From an optimization exercise on the open Yosys and OpenROAD flow, aimed at small area, a short achievable clock period and few clock cycles per item; shortcuts taken in it are not production practice. The RTL was checked by simulation tests, not by an equivalence proof against the original design. Power is estimated from default activity; no workload was simulated.

## map_unit
module map_unit (
    input  wire        clk,
    input  wire        rst,
    input  wire        in_valid,
    output reg         in_ready,
    input  wire [15:0] isize,     
    input  wire [15:0] osize,     
    output reg         out_valid,
    output reg  [15:0] out_idx,
    output reg  [15:0] out_fnum,
    output reg         out_last,
    output reg         out_err
);
Size in the first run: ~110 flip-flops, roughly 71 I/O pins.
==> flow/config.mk <==
export PLATFORM = sky130hd
export DESIGN_NAME = map_unit
export DESIGN_NICKNAME = map_unit
export VERILOG_FILES = /design/flow/design.v
export SDC_FILE = /design/flow/constraint.sdc
export NUM_CORES = 4
export LEC_CHECK = 0
export CAP_MARGIN = 20
export CORE_MARGIN = 2
export CORE_UTILIZATION = 40
export SLEW_MARGIN = 20
==> flow/constraint.sdc <==
create_clock -name core_clock -period 10.0 [get_ports {clk}]
set_input_delay 2.0000 -clock core_clock [delete_from_list [all_inputs] [get_ports {clk}]]
set_output_delay 2.0000 -clock core_clock [all_outputs]
set_load 0.01 [all_outputs]
standard.sh (not shown) runs the stock make flow with config.mk's settings and CLKGATE_MAP_FILE= SYNTH_SCRIPT=/design/flow/synth_recipe.tcl, a recipe that flattens the netlist after the stock synthesis.
==> flow/flow/run.sh <==
#!/bin/bash
set -euo pipefail
MARGIN=6.7
BUFCELL=sky130_fd_sc_hd__buf_2
sed -e 's/ SETUP_SLACK_MARGIN=[0-9.]*//' \
    -e "s/\"\${@:-finish}\"/SETUP_SLACK_MARGIN=$MARGIN BUFFER_PORTS_ARGS='-buffer_cell $BUFCELL' &/" \
    standard.sh > standard_margin.sh
bash standard_margin.sh > standard.log 2>&1
The baseline produced a clean layout.
Testbench counts at the start, summed over its fixed seeds: cycles 12,028, items 10,186.
Edit:
--- a/flow/flow/run.sh
+++ b/flow/flow/run.sh
@@ -3 +3 @@
-MARGIN=6.7
+MARGIN=7
CAP_MARGIN = 0   (was 20)
SLEW_MARGIN = 0   (was 20)
What happened: The changed run completed with no timing, DRC or antenna violations; synthesized cell count stays the same; core utilization rose by 3.0 points; sequential power rose by about 0.6%; clock power stays flat; clock skew stays flat; via count rose by 2.5%; cell count rose by 2.9%.
Edit:
CAP_MARGIN = 20   (was 0)
CORE_UTILIZATION = 55   (was 40)
PLACE_DENSITY = 0.8   (was unset)
SLEW_MARGIN = 20   (was 0)
Effect: Worst setup slack loses 37 ps; routed wire length is about the same; clock-buffer cell count came out higher by 6; flip-flop and latch count does not change; synthesized cell count is unchanged; die area came out lower by a quarter to a third; design area came out lower slightly; first-iteration DRC count came out higher by well over a third; worst hold slack loses 28 ps; power came out higher slightly.
Edit:
--- a/flow/flow/run.sh
+++ b/flow/flow/run.sh
@@ -3 +3 @@
-MARGIN=7
+MARGIN=6.85
CORE_UTILIZATION = 40   (was 55)
PLACE_DENSITY = unset   (was 0.8)
What happened: The changed run completed with no timing, DRC or antenna violations; utilization went down by 21 points; final cell count increases by 4.7%; via count shrinks by 8.2%; critical path depth does not change; die area went up by 36%; design area went down by 2.3%.

========
map_unit again, from the RTL that the note above started with.
==> flow/config.mk <==
export PLATFORM = sky130hd
export DESIGN_NAME = map_unit
export DESIGN_NICKNAME = map_unit
export VERILOG_FILES = /design/flow/design.v
export SDC_FILE = /design/flow/constraint.sdc
export NUM_CORES = 4
export LEC_CHECK = 0
export CAP_MARGIN = 20
export CORE_MARGIN = 2
export CORE_UTILIZATION = 40
export CTS_CLUSTER_DIAMETER = 100
export CTS_CLUSTER_SIZE = 40
export SLEW_MARGIN = 20
==> flow/constraint.sdc <==
create_clock -name core_clock -period 10.0 [get_ports {clk}]
set_input_delay 2.0000 -clock core_clock [delete_from_list [all_inputs] [get_ports {clk}]]
set_output_delay 2.0000 -clock core_clock [all_outputs]
set_load 0.01 [all_outputs]
==> flow/flow/run.sh <==
#!/bin/bash
set -euo pipefail
MARGIN=7
BUFCELL=sky130_fd_sc_hd__buf_2
sed -e 's/ SETUP_SLACK_MARGIN=[0-9.]*//' \
    -e "s/\"\${@:-finish}\"/SETUP_SLACK_MARGIN=$MARGIN BUFFER_PORTS_ARGS='-buffer_cell $BUFCELL' &/" \
    standard.sh > standard_margin.sh
bash standard_margin.sh > standard.log 2>&1
The starting point finished with timing, DRC and antenna clean.
Testbench counts at the start, summed over its fixed seeds: cycles 12,028, items 10,186.
Change:
==> flow/run.sh (new file) <==
#!/bin/bash
# synth_recipe.tcl (not shown) runs the flow's synth.tcl, then flattens the netlist and writes it again
# the make line also repeats each setting of config.mk as NAME=value (left out here)
make -C /OpenROAD-flow-scripts/flow DESIGN_CONFIG=/design/flow/config.mk WORK_HOME=/design/flow/orfs CLKGATE_MAP_FILE= SYNTH_SCRIPT=/design/flow/synth_recipe.tcl finish
--- a/flow/config.mk
+++ b/flow/config.mk
@@ -9,5 +9,4 @@
 export CORE_MARGIN = 2
 export CORE_UTILIZATION = 40
-export CTS_CLUSTER_DIAMETER = 100
-export CTS_CLUSTER_SIZE = 40
+export SETUP_SLACK_MARGIN = 5
 export SLEW_MARGIN = 20
removed: flow/flow/run.sh
removed: flow/standard.sh
Outcome: The changed run completed without violations. Hold slack degrades by 17 ps. Power went down by a few percent. Wire length went down by a little under a tenth. Area after synthesis stays the same. Sequential share of layout area went up by 1.3 points.

========
job 101:
Another version of the RTL of map_unit (not shown whole).
For scale: about 900 cells after synthesis, roughly 110 flip-flops, roughly 0.0077 mm2 of cells after synthesis.
clock: 10.0 ns
lec_check: 0
cap_margin: 20
core_margin: 2
core_utilization: 40
slew_margin: 20
==> flow/flow/run.sh <==
#!/bin/bash
set -euo pipefail
MARGIN=7.5
BUFCELL=sky130_fd_sc_hd__buf_2
sed -e 's/ SETUP_SLACK_MARGIN=[0-9.]*//' \
    -e "s/\"\${@:-finish}\"/SETUP_SLACK_MARGIN=$MARGIN BUFFER_PORTS_ARGS='-buffer_cell $BUFCELL' &/" \
    standard.sh > standard_margin.sh
bash standard_margin.sh > standard.log 2>&1
Testbench counts of job 101, summed over its fixed seeds: cycles 12,028, items 10,186.
> inputs changed (job 101 -> job 102)
Settings: SETUP_SLACK_MARGIN newly set to 5.
==> flow/flow/run.sh <==
#!/bin/bash
set -euo pipefail
sed 's/SETUP_SLACK_MARGIN=[0-9.]*/SETUP_SLACK_MARGIN=7/' standard.sh > standard_margin.sh
bash standard_margin.sh > standard.log 2>&1
==> comparison <==
For job 102, the master of the slowest instance on the critical path was sky130_fd_sc_hd__dfxtp_2, unlike job 101, where it was sky130_fd_sc_hd__dfxtp_4.
Per the comparison of job 102 with job 101, reported clock group power shows a reduction of 16%, switching power share of the total now larger, utilization fell by 7.7 points, via count moved down.
Comparing job 102 against job 101, there is no change at all in max-cap check violation count.
Startpoint-to-endpoint class of the critical path = register to register: job 101; startpoint-to-endpoint class of the critical path = register to output port: job 102
NOTE: pin slew with the least headroom to its limit in job 102 exceeds that of job 101
Going from job 101 to job 102, global-route wire length before repair shrank by a few percent.
Comparing job 101 and job 102, share of the cycle needed by the critical path after routing is lower on job 102.
In the tables for job 101 and job 102, sequential fraction of total cell area reads higher with job 102.

========
## build 21
map_unit with an RTL version that a note above also has.
Size in the first run: about 810 cells after synthesis, roughly 110 flip-flops, about 71 I/O pins, about 7200 um2 of cells after synthesis.
==> flow/design.v (excerpt) <==
module map_unit (
    input  wire        clk,
    input  wire        rst,
    input  wire        in_valid,
    output reg         in_ready,
    input  wire [15:0] isize,     
    input  wire [15:0] osize,     
    output reg         out_valid,
    output reg  [15:0] out_idx,
    output reg  [15:0] out_fnum,
    output reg         out_last,
    output reg         out_err
);
    reg         busy;           
    reg         div;            
    reg         p2;             
    reg         dvl, dvh;       
    reg         b;              
    reg  [15:0] q;              
    reg  [15:0] r;              
    reg  [15:0] nd;             
    reg  [15:0] cnt;            
    function [31:0] skl16;
        input [15:0] a, bb;
        reg   [15:0] g, p;
        integer l, j, m;
        begin
            g = a & bb;
            p = a ^ bb;
            for (l = 0; l < 4; l = l + 1)
                for (j = 0; j < 16; j = j + 1)
  ...
Settings: LEC_CHECK=0, CAP_MARGIN=20, CORE_MARGIN=2, CORE_UTILIZATION=40, CTS_BUF_LIST=sky130_fd_sc_hd__clkbuf_8, SLEW_MARGIN=20; clock period 10.0 ns.
==> flow/flow/run.sh <==
#!/bin/bash
set -euo pipefail
MARGIN=7
BUFCELL=sky130_fd_sc_hd__buf_2
sed -e 's/ SETUP_SLACK_MARGIN=[0-9.]*//' \
    -e "s/\"\${@:-finish}\"/SETUP_SLACK_MARGIN=$MARGIN BUFFER_PORTS_ARGS='-buffer_cell $BUFCELL' &/" \
    standard.sh > standard_margin.sh
bash standard_margin.sh > standard.log 2>&1
Build 21: no failed stages, no open violations at the end
Testbench counts of build 21, summed over its fixed seeds: cycles 12,028, items 10,186.
Modified inputs, build 51 compared to build 21
Settings: CTS_BUF_LIST removed (was sky130_fd_sc_hd__clkbuf_8).
[summary]
Non-clock buffer contribution to total cell area up 0.16 points in build 51 wrt build 21
Clock group share of total power, build 51 and build 21: larger value in build 51
Total wire length after detailed routing (build 51 vs. build 21) increases slightly
Comparing build 51 and build 21, the higher met2 track demand over resource was measured on build 21.
~same global-route usage in build 51 and build 21
## Diff of input files: build 68 against build 51
Settings: putting PLACE_DENSITY at 0.85 where nothing was set.
Results
- Build 68 went all the way through synthesis, placement and routing and the layout is clean on timing, DRC and antenna.
- Build 68 vs build 51 — normalized max-slew margin dropped 17 points.
- On area taken by flip-flops and latches, build 68 and build 51 are basically level.
- Wire length of the first global-routing pass (build 68 vs. build 51) decreases slightly
Inputs modified between build 68 and build 29:
Settings: removing PLACE_DENSITY (formerly 0.85).
-- flow/flow/run.sh --
<<< build 68, line 4
BUFCELL=sky130_fd_sc_hd__buf_2
>>> build 29, line 4
BUFCELL=sky130_fd_sc_hd__buf_1
==> comparison <==
Build 29: total met3 wirelength after detailed routing is 1.1 mm lower than what build 68 reported.
The final reports for build 29 and build 68 show wire length per cell after detailed routing lower in the former.
Of build 29 and build 68, it is build 29 that has the lower via count.
The flow did not stop early for build 29: all stages ran, and the layout cleared the timing, DRC and antenna checks.
Going from build 68 to build 29, minimum clock period now sits lower, total CTS buffers stayed essentially flat.
Worst reg-to-reg setup slack: lower on build 68
Between build 29 and build 68, the net count of the finished layout is higher for build 29.
STATUS overall power consumption: build 29 wins against build 68
The final clock period utilization by the worst path number comes out higher for build 68 vs build 29.
Re final instance count without filler cells: build 29 and build 68 aren't equal, and the lower value belongs to build 68.

-- separate check: timing with driven ports --
Ports are ideal in the flow. The routed layouts listed here were re-timed in OpenROAD. Step 1 assumes that a clkbuf_16 drives the clock port and a buf_2 every other input. Step 2 also shifts input and output timing later by t, the mid clock arrival at the registers, as if the neighbouring blocks saw the same clock. a / b / c = no drivers / after step 1 / after step 2; a / b = the first two.
run | t (ns) | setup WS [ns] | latest minus earliest clock arrival (ns)
the first run of note 1 | 0.402 | 6.810 / 6.810 / 6.501 | 0.011 / 0.011
the second run of note 1 | 0.407 | 6.943 / 6.943 / 6.675 | 0.013 / 0.013
the third run of note 1 | 0.384 | 6.905 / 6.905 / 6.670 | 0.006 / 0.007
the fourth run of note 1 | 0.404 | 6.884 / 6.872 / 6.612 | 0.010 / 0.011
the first run of note 2 | 0.407 | 6.943 / 6.943 / 6.675 | 0.013 / 0.013
the second run of note 2 | 0.401 | 5.812 / 5.812 / 5.812 | 0.007 / 0.008
job 101 | 0.397 | 6.887 / 6.887 / 6.866 | 0.010 / 0.009
job 102 | 0.404 | 6.989 / 6.945 / 6.707 | 0.012 / 0.012
build 21 | 0.427 | 6.936 / 6.936 / 6.678 | 0.016 / 0.017
build 51 | 0.407 | 6.943 / 6.943 / 6.675 | 0.013 / 0.013
build 68 | 0.410 | 6.859 / 6.859 / 6.578 | 0.009 / 0.009
build 29 | 0.402 | 6.926 / 6.926 / 6.661 | 0.007 / 0.007
After both steps setup and hold are still met in every run listed. For the first run of note 1, which loses most, drivers alone change the setup slack by 0.000 ns; drivers and shift together by -0.309 ns.
